Background: an optimization exercise with open tools, aiming at small area. Do not read the settings as production practice.
In this exercise RTL edits were held to simulation tests only and were not proved equivalent to the original.
Power is estimated from default activity; no workload was simulated.

--- flow/config.mk ---
export PLATFORM = sky130hd
export DESIGN_NAME = dropstick_corea
export DESIGN_NICKNAME = dropstick_corea
export VERILOG_FILES = /design/flow/design.v
export SDC_FILE = /design/flow/constraint.sdc
export NUM_CORES = 4
export LEC_CHECK = 0
export CAP_MARGIN = 20
export CORE_MARGIN = 2
export CORE_UTILIZATION = 40
export SLEW_MARGIN = 20
--- flow/constraint.sdc ---
create_clock -name core_clock -period 10.0 [get_ports {clk}]
set_input_delay 2.0000 -clock core_clock [delete_from_list [all_inputs] [get_ports {clk}]]
set_output_delay 2.0000 -clock core_clock [all_outputs]
set_load 0.01 [all_outputs]
--- flow/design.v ---
module apwm (
    input  wire        clk,
    input  wire        rst_n,
    input  wire        op_cfg,
    input  wire        op_start,
    input  wire        op_setduty,
    input  wire        op_irqen,
    input  wire        op_irqclr,
    input  wire [31:0] op_data,
    output wire        pwm_out,
    output wire        irq
);
    localparam [1:0] UNINIT = 2'd0, CONFIGURED = 2'd1, RUNNING = 2'd2;
    reg [1:0]  pstate;
    reg [15:0] top, div, cc, cc_act, ctr, pre;
    reg        wrap_if, wrap_ie;
    reg [1:0]  pstate_n;
    reg [15:0] top_n, div_n, cc_n, cc_act_n, ctr_n, pre_n;
    reg        wrap_if_n, wrap_ie_n;
    always @* begin
        pstate_n  = pstate;
        top_n     = top;
        div_n     = div;
        cc_n      = cc;
        cc_act_n  = cc_act;
        ctr_n     = ctr;
        pre_n     = pre;
        wrap_if_n = wrap_if;
        wrap_ie_n = wrap_ie;
        if (op_cfg) begin
            if (pstate == UNINIT && op_data[15:0] != 16'd0 && op_data[31:16] != 16'd0) begin
                top_n    = op_data[15:0];
                div_n    = op_data[31:16];
                pstate_n = CONFIGURED;
            end
        end
        if (op_start) begin
            if (pstate == CONFIGURED) begin
                pstate_n = RUNNING;
                ctr_n    = 16'd0;
                pre_n    = 16'd0;
                cc_act_n = cc;
            end
        end
        if (op_irqen) begin
            if (pstate != UNINIT)
                wrap_ie_n = op_data[0];
        end
        if (op_irqclr)
            wrap_if_n = 1'b0;
        if (pstate_n == RUNNING) begin
            if (pre_n == div_n - 16'd1) begin
                pre_n = 16'd0;
                if (ctr_n == top_n - 16'd1) begin
                    ctr_n     = 16'd0;
                    cc_act_n  = cc;
                    wrap_if_n = 1'b1;
                end else begin
                    ctr_n = ctr_n + 16'd1;
                end
            end else begin
                pre_n = pre_n + 16'd1;
            end
        end
        if (op_setduty) begin
            if (pstate != UNINIT)
                cc_n = op_data[15:0];
        end
    end
    always @(posedge clk or negedge rst_n) begin
        if (!rst_n) begin
            pstate  <= UNINIT;
            top     <= 16'd0;
            div     <= 16'd0;
            cc      <= 16'd0;
            cc_act  <= 16'd0;
            ctr     <= 16'd0;
            pre     <= 16'd0;
            wrap_if <= 1'b0;
            wrap_ie <= 1'b0;
        end else begin
            pstate  <= pstate_n;
            top     <= top_n;
            div     <= div_n;
            cc      <= cc_n;
            cc_act  <= cc_act_n;
            ctr     <= ctr_n;
            pre     <= pre_n;
            wrap_if <= wrap_if_n;
            wrap_ie <= wrap_ie_n;
        end
    end
    assign pwm_out = (pstate == RUNNING) && (ctr < cc_act);
    assign irq     = wrap_if & wrap_ie;
endmodule
module btn #(
    parameter HAS_PLAY = 1
) (
    input  wire       clk,
    input  wire       rst_n,
    input  wire       sample,
    input  wire       pin_n,
    input  wire       clear,
    output wire       edge_o,
    output wire       level,
    output wire       pressed,
    output wire [1:0] play
);
    localparam [1:0] IDLE = 2'd0, PLAYING = 2'd1, PAUSED = 2'd2;
    reg       s1, s2;
    reg       level_r, was_down, pressed_r;
    reg [1:0] play_r;
    wire p   = ~s2;                   
    wire hit = sample & p & ~was_down;
    always @(posedge clk or negedge rst_n) begin
        if (!rst_n) begin
            s1        <= 1'b1;
            s2        <= 1'b1;
            level_r   <= 1'b0;
            was_down  <= 1'b0;
            pressed_r <= 1'b0;
            play_r    <= PLAYING;
        end else begin
            if (sample) begin
                s2       <= s1;
                s1       <= pin_n;
                level_r  <= p;
                was_down <= p;
            end
            if (hit)
                pressed_r <= 1'b1;
            else if (clear)
                pressed_r <= 1'b0;
            if (HAS_PLAY && hit) begin
                case (play_r)
                    PLAYING: play_r <= PAUSED;
                    PAUSED:  play_r <= PLAYING;
                    default: play_r <= play_r;
                endcase
            end
        end
    end
    assign edge_o  = hit;
    assign level   = level_r;
    assign pressed = pressed_r;
    assign play    = HAS_PLAY ? play_r : 2'd0;
endmodule
module core_irq (
    input  wire clk,
    input  wire rst_n,
    input  wire irq_in,
    input  wire op_wfi,
    input  wire op_csenter,
    input  wire op_csexit,
    input  wire cs_bit,
    input  wire op_irqret,
    output wire imask,
    output wire inh,
    output wire waiting
);
    reg imask_r, inh_r, waiting_r;
    wire entry = irq_in & ~imask_r & ~inh_r;
    always @(posedge clk or negedge rst_n) begin
        if (!rst_n) begin
            imask_r   <= 1'b0;
            inh_r     <= 1'b0;
            waiting_r <= 1'b0;
        end else begin
            if (op_csenter)
                imask_r <= 1'b1;
            else if (op_csexit)
                imask_r <= cs_bit;
            if (entry)
                inh_r <= 1'b1;
            else if (op_irqret && inh_r)
                inh_r <= 1'b0;
            if (op_wfi)
                waiting_r <= 1'b1;
            else if (op_irqret && inh_r)
                waiting_r <= 1'b0;
        end
    end
    assign imask   = imask_r;
    assign inh     = inh_r;
    assign waiting = waiting_r;
endmodule
module dropstick_corea (
    input  wire        clk,
    input  wire        rst_n,
    input  wire        op_cfg,
    input  wire        op_start,
    input  wire        op_setduty,
    input  wire        op_irqen,
    input  wire        op_irqclr,
    input  wire [31:0] op_data,
    output wire        pwm_out,
    output wire        irq,
    input  wire        btn0_pin_n,
    input  wire        btn0_sample,
    input  wire        btn0_clear,
    output wire        btn0_edge,
    output wire        btn0_level,
    output wire        btn0_pressed,
    output wire [1:0]  btn0_play,
    input  wire        btn1_pin_n,
    input  wire        btn1_sample,
    input  wire        btn1_clear,
    output wire        btn1_edge,
    output wire        btn1_level,
    output wire        btn1_pressed,
    input  wire        core_wfi,
    input  wire        core_csenter,
    input  wire        core_csexit,
    input  wire        core_cs_bit,
    input  wire        core_irqret,
    output wire        core_imask,
    output wire        core_inh,
    output wire        core_waiting
);
    wire [1:0] btn1_play_unused;
    apwm u_apwm (
        .clk(clk), .rst_n(rst_n),
        .op_cfg(op_cfg), .op_start(op_start), .op_setduty(op_setduty),
        .op_irqen(op_irqen), .op_irqclr(op_irqclr), .op_data(op_data),
        .pwm_out(pwm_out), .irq(irq)
    );
    btn #(.HAS_PLAY(1)) u_btn0 (
        .clk(clk), .rst_n(rst_n),
        .sample(btn0_sample), .pin_n(btn0_pin_n), .clear(btn0_clear),
        .edge_o(btn0_edge), .level(btn0_level), .pressed(btn0_pressed),
        .play(btn0_play)
    );
    btn #(.HAS_PLAY(0)) u_btn1 (
        .clk(clk), .rst_n(rst_n),
        .sample(btn1_sample), .pin_n(btn1_pin_n), .clear(btn1_clear),
        .edge_o(btn1_edge), .level(btn1_level), .pressed(btn1_pressed),
        .play(btn1_play_unused)
    );
    core_irq u_core (
        .clk(clk), .rst_n(rst_n), .irq_in(irq),
        .op_wfi(core_wfi), .op_csenter(core_csenter), .op_csexit(core_csexit),
        .cs_bit(core_cs_bit), .op_irqret(core_irqret),
        .imask(core_imask), .inh(core_inh), .waiting(core_waiting)
    );
endmodule
--- flow/run.sh ---
#!/bin/bash
# synth_recipe.tcl (not shown) runs the flow's synth.tcl, then flattens the netlist and writes it again
# the make line also repeats each setting of config.mk as NAME=value (left out here)
make -C /OpenROAD-flow-scripts/flow DESIGN_CONFIG=/design/flow/config.mk WORK_HOME=/design/flow/orfs CLKGATE_MAP_FILE= SYNTH_SCRIPT=/design/flow/synth_recipe.tcl finish
==> results.json <==
{
  "synth_top_area_share_pct": 36.4,
  "total_power_mw": 1.35,
  "cp-end-kind": "flip-flop",
  "wl_um": 19800,
  "synthCells": 823,
  "drt-wirelength-per-cell_um": 17.6,
  "ctsResizeCount": 0,
  "syn-num-nets": 893,
  "synth_most_common_cell": "nand2_1",
  "htree_levels": 4,
  "swShare_pct": 26.1,
  "fin_nets": 950,
  "arrival_ns": 8.27,
  "synth_area_leader_cell": "dfrtp_1",
  "cp_data_required_time_ns": 10.31,
  "finalHoldViolCount": 0,
  "fp.dieH_um": 140,
  "io_pins": 63,
  "grt_overflow": 0,
  "cts-buffers-inserted": 17,
  "syn_avg_cell_area_um2": 9.02,
  "gp_congestion": 0.935,
  "antenna_found_initial": 0,
  "drive_gt1_share_pct": 9.63,
  "syn_area_um2": 7420,
  "grt_usage_pct": 20.9,
  "numPortBuffers": 62,
  "post-route-util_pct": 48.9,
  "finalNonFillerCells": 1122,
  "max_freq_ghz": 0.126,
  "outcome": "finished clean",
  "async_flop_share_pct": 100,
  "diodes": 0,
  "synth_common_cells": "nand2_1 (127), dfrtp_1 (108), inv_1 (42), nor2_1 (42), xnor2_1 (41)",
  "synth_warnings": 4,
  "clk_latency_ns": 0.42,
  "seqPwrFrac_pct": 38.4,
  "tightest_slew_ns": 0.842,
  "cts_setup_buffers": 0,
  "critPathKind": "input pin to flip-flop",
  "power.switching_mw": 0.354,
  "root_buffer": "clkbuf_16",
  "grt_pass1_vias": 6029,
  "finClkSkew_ns": 0.0109,
  "clockBufferDepth": 2,
  "multi_input_area_um2": 4280,
  "period_needed_ns": 7.96,
  "combPwrFrac_pct": 15.4,
  "ys.flop_type": "dfrtp_1",
  "initial_core_util_pct": 41.0,
  "syn_to_final_growth_pct": 19.1,
  "rows": 49,
  "synth_edf_count": 0,
  "path_clk_slew_ns": 0.06,
  "relSlewSlack_pct": 43.7,
  "cts_hold_buffers": 0,
  "intPower_mw": 1.00,
  "drcViolationCount": 0,
  "grt_pass1_wl_um": 32200,
  "ys_ff_latch": 113,
  "yosys-top-cells-area": "dfrtp_1 (36%), nand2_1 (6.4%), xnor2_1 (4.8%)",
  "die_area_um2": 19700,
  "coreArea_um2": 18100,
  "peakVddDrop_mv": 0.129,
  "p_clk_share_pct": 46.2,
  "slew_viol_final": 0,
  "hp-class": "flip-flop to flip-flop",
  "dpl.hpwl_um": 14500,
  "ys_seq_area_share_pct": 38.2,
  "clock-sinks": 113,
  "grt_max_degree": 59,
  "fillers": 1718,
  "drt-pass1-iter-count": 5,
  "cts_tree": "yes",
  "cp_max_fo": 16,
  "die_w_um": 140,
  "antenna_left": 0,
  "avgViaCountPerCell": 5.61,
  "drtIter0Drc": 412,
  "hold_ws_ns": 0.474,
  "p_per_area_nw_per_um2": 153,
  "vias": 6296,
  "regArea_um2": 2830,
  "startpoint_type": "input pin",
  "rsz0062_at_grt": "no",
  "period_share_pct": 79.6,
  "power_leakage_nw": 3.72,
  "finalSetupViolCount": 0,
  "dp.cells": 1090,
  "maxCapViolCount": 0,
  "fin_tns_setup_ns": 0,
  "yosysUniqueCellTypes": 73
}
-- through the flow --
stage	worst slack [ns]	instance area, um^2
after floorplan	2.71	7420
after global placement	1.70	8230
after detailed placement	1.61	8230
after CTS	2.03	8840
after global routing	1.61	8840
final	2.04	8840
-- placed cells by master, fill, tap and decap left out, drive strengths merged, types with 4 or more instances in the layout --
cell,instances
clkinv,4
nor2,42
nand4,19
clkdlybuf4s50,61
o21ai,35
mux2,42
buf,8
inv,42
and2,10
dfrtp,108
nand3b,5
a31oi,6
xnor2,41
nor4,27
and3,14
a21o,10
o2111ai,4
nand2,127
nor3,28
xor2,37
nor3b,5
or4,8
clkbuf,23
or3,13
nor2b,5
dfstp,5
nand2b,10
ha,20
nand3,27
a21oi,22
mux2i,22
o211ai,7
o22ai,10
-- sequential cells by signal (all words and copies together) (netlist names) --
signal            flops
u_apwm.cc            16
u_apwm.cc_act        16
u_apwm.ctr           16
u_apwm.div           16
u_apwm.pre           16
u_apwm.pstate         2
u_apwm.top           16
u_apwm.wrap_ie        1
u_apwm.wrap_if        1
u_btn0.level_r        1
u_btn0.play_r         2
u_btn0.pressed_r      1
u_btn0.s1             1
u_btn0.s2             1
u_btn1.level_r        1
u_btn1.pressed_r      1
u_btn1.s1             1
u_btn1.s2             1
u_core.imask_r        1
u_core.inh_r          1
u_core.waiting_r      1
-- cell type report --
type / count / share of cell area (%)
Inverter: 42 / 1.78
Clock inverter: 9 / 1.50
Tap cell: 229 / 3.24
Timing Repair Buffer: 69 / 7.59
Clock buffer: 23 / 5.41
Multi-Input combinational cell: 637 / 48.4
Sequential cell: 113 / 32.1
-- power by group through the flow --
stage | clock network [mW] | registers (mW) | logic, mW
3_3_place_gp | 0 | 0.527 | 0.208
6_report | 0.626 | 0.520 | 0.209
3_5_place_dp | 0 | 0.527 | 0.209
2_1_floorplan | 0 | 0.522 | 0.126
4_1_cts | 0.639 | 0.520 | 0.210
5_1_grt | 0.660 | 0.526 | 0.231
-- path summary, 6_finish.rpt --
check,start,slack (ns),cells past startpoint,end
max reg2reg,u_apwm.pstate[0],4.12,14,u_apwm.cc_act[2]
max in group asynchronous,rst_n,7.15,2,u_apwm.div[14]
max,op_data[19],2.04,16,u_apwm.cc_act[2]
min reg2reg,u_core.waiting_r,0.47,1,u_core.waiting_r
min in group asynchronous,rst_n,1.62,1,u_core.waiting_r
min,u_core.waiting_r,0.47,1,u_core.waiting_r
-- cells by family (layout without fill, tap and decap cells) --
| family | after synthesis | after routing | share of synthesized area (%) |
|---|---|---|---|
| simple gates | 353 | 353 | 24.5 |
| compound gates | 122 | 122 | 11.0 |
| flops | 113 | 113 | 38.2 |
| xor+xnor | 78 | 78 | 9.20 |
| buf+inv | 73 | 143 | 4.18 |
| mux | 64 | 64 | 9.61 |
| fa+ha+maj | 20 | 20 | 3.37 |
-- metal layers --
layer | vias to the layer above | GRT usage, % | routed length [um]
met3 | 31 | 4.24 | 897
met5 | - | 0 | 0
li1 | 3060 | - | -
met1 | 3059 | 27.9 | 9210
met4 | 0 | 6.86 | 383
met2 | 146 | 34.3 | 9290
-- worst max-delay path, stage by stage --
cell             delay, ns
clkdlybuf4s50_1       0.50
or4_1                 0.66
or4_1                 0.71
o211a_2               0.36
mux2i_1               0.29
ha_1                  0.30
or4b_2                0.67
or2_2                 0.33
xor2_1                0.15
nand4_1               0.09
nor4_1                0.19
a32oi_1               0.11
nor4_2                0.51
nand3_2               0.36
o21ai_4               0.62
mux2_2                0.40

==> separate check: timing with driven ports <==
The flow's constraints put no driver on any port. The routed layout listed below was extracted and timed again, unchanged, in two steps.
Step 1 assumes that a clkbuf_16 drives the clock port and a buf_2 every other input.
Step 2 moves the port delays by t, midway between the first and last clock arrival at a register: inputs arrive t later, outputs are due t later. That takes back most of the time a late clock gives input paths.
a / b / c = ideal ports / drivers / drivers and shift; a / b = the first two.
t (ns): 0.460
slack for setup (ns): 2.039 / 2.056 / 1.597
latest minus earliest clock arrival (ns): 0.011 / 0.011
pins driven straight from the clock port: 1
After both steps setup and hold are still met in this run. The setup slack of this run moves by +0.017 ns with the drivers and by -0.442 ns with both steps.
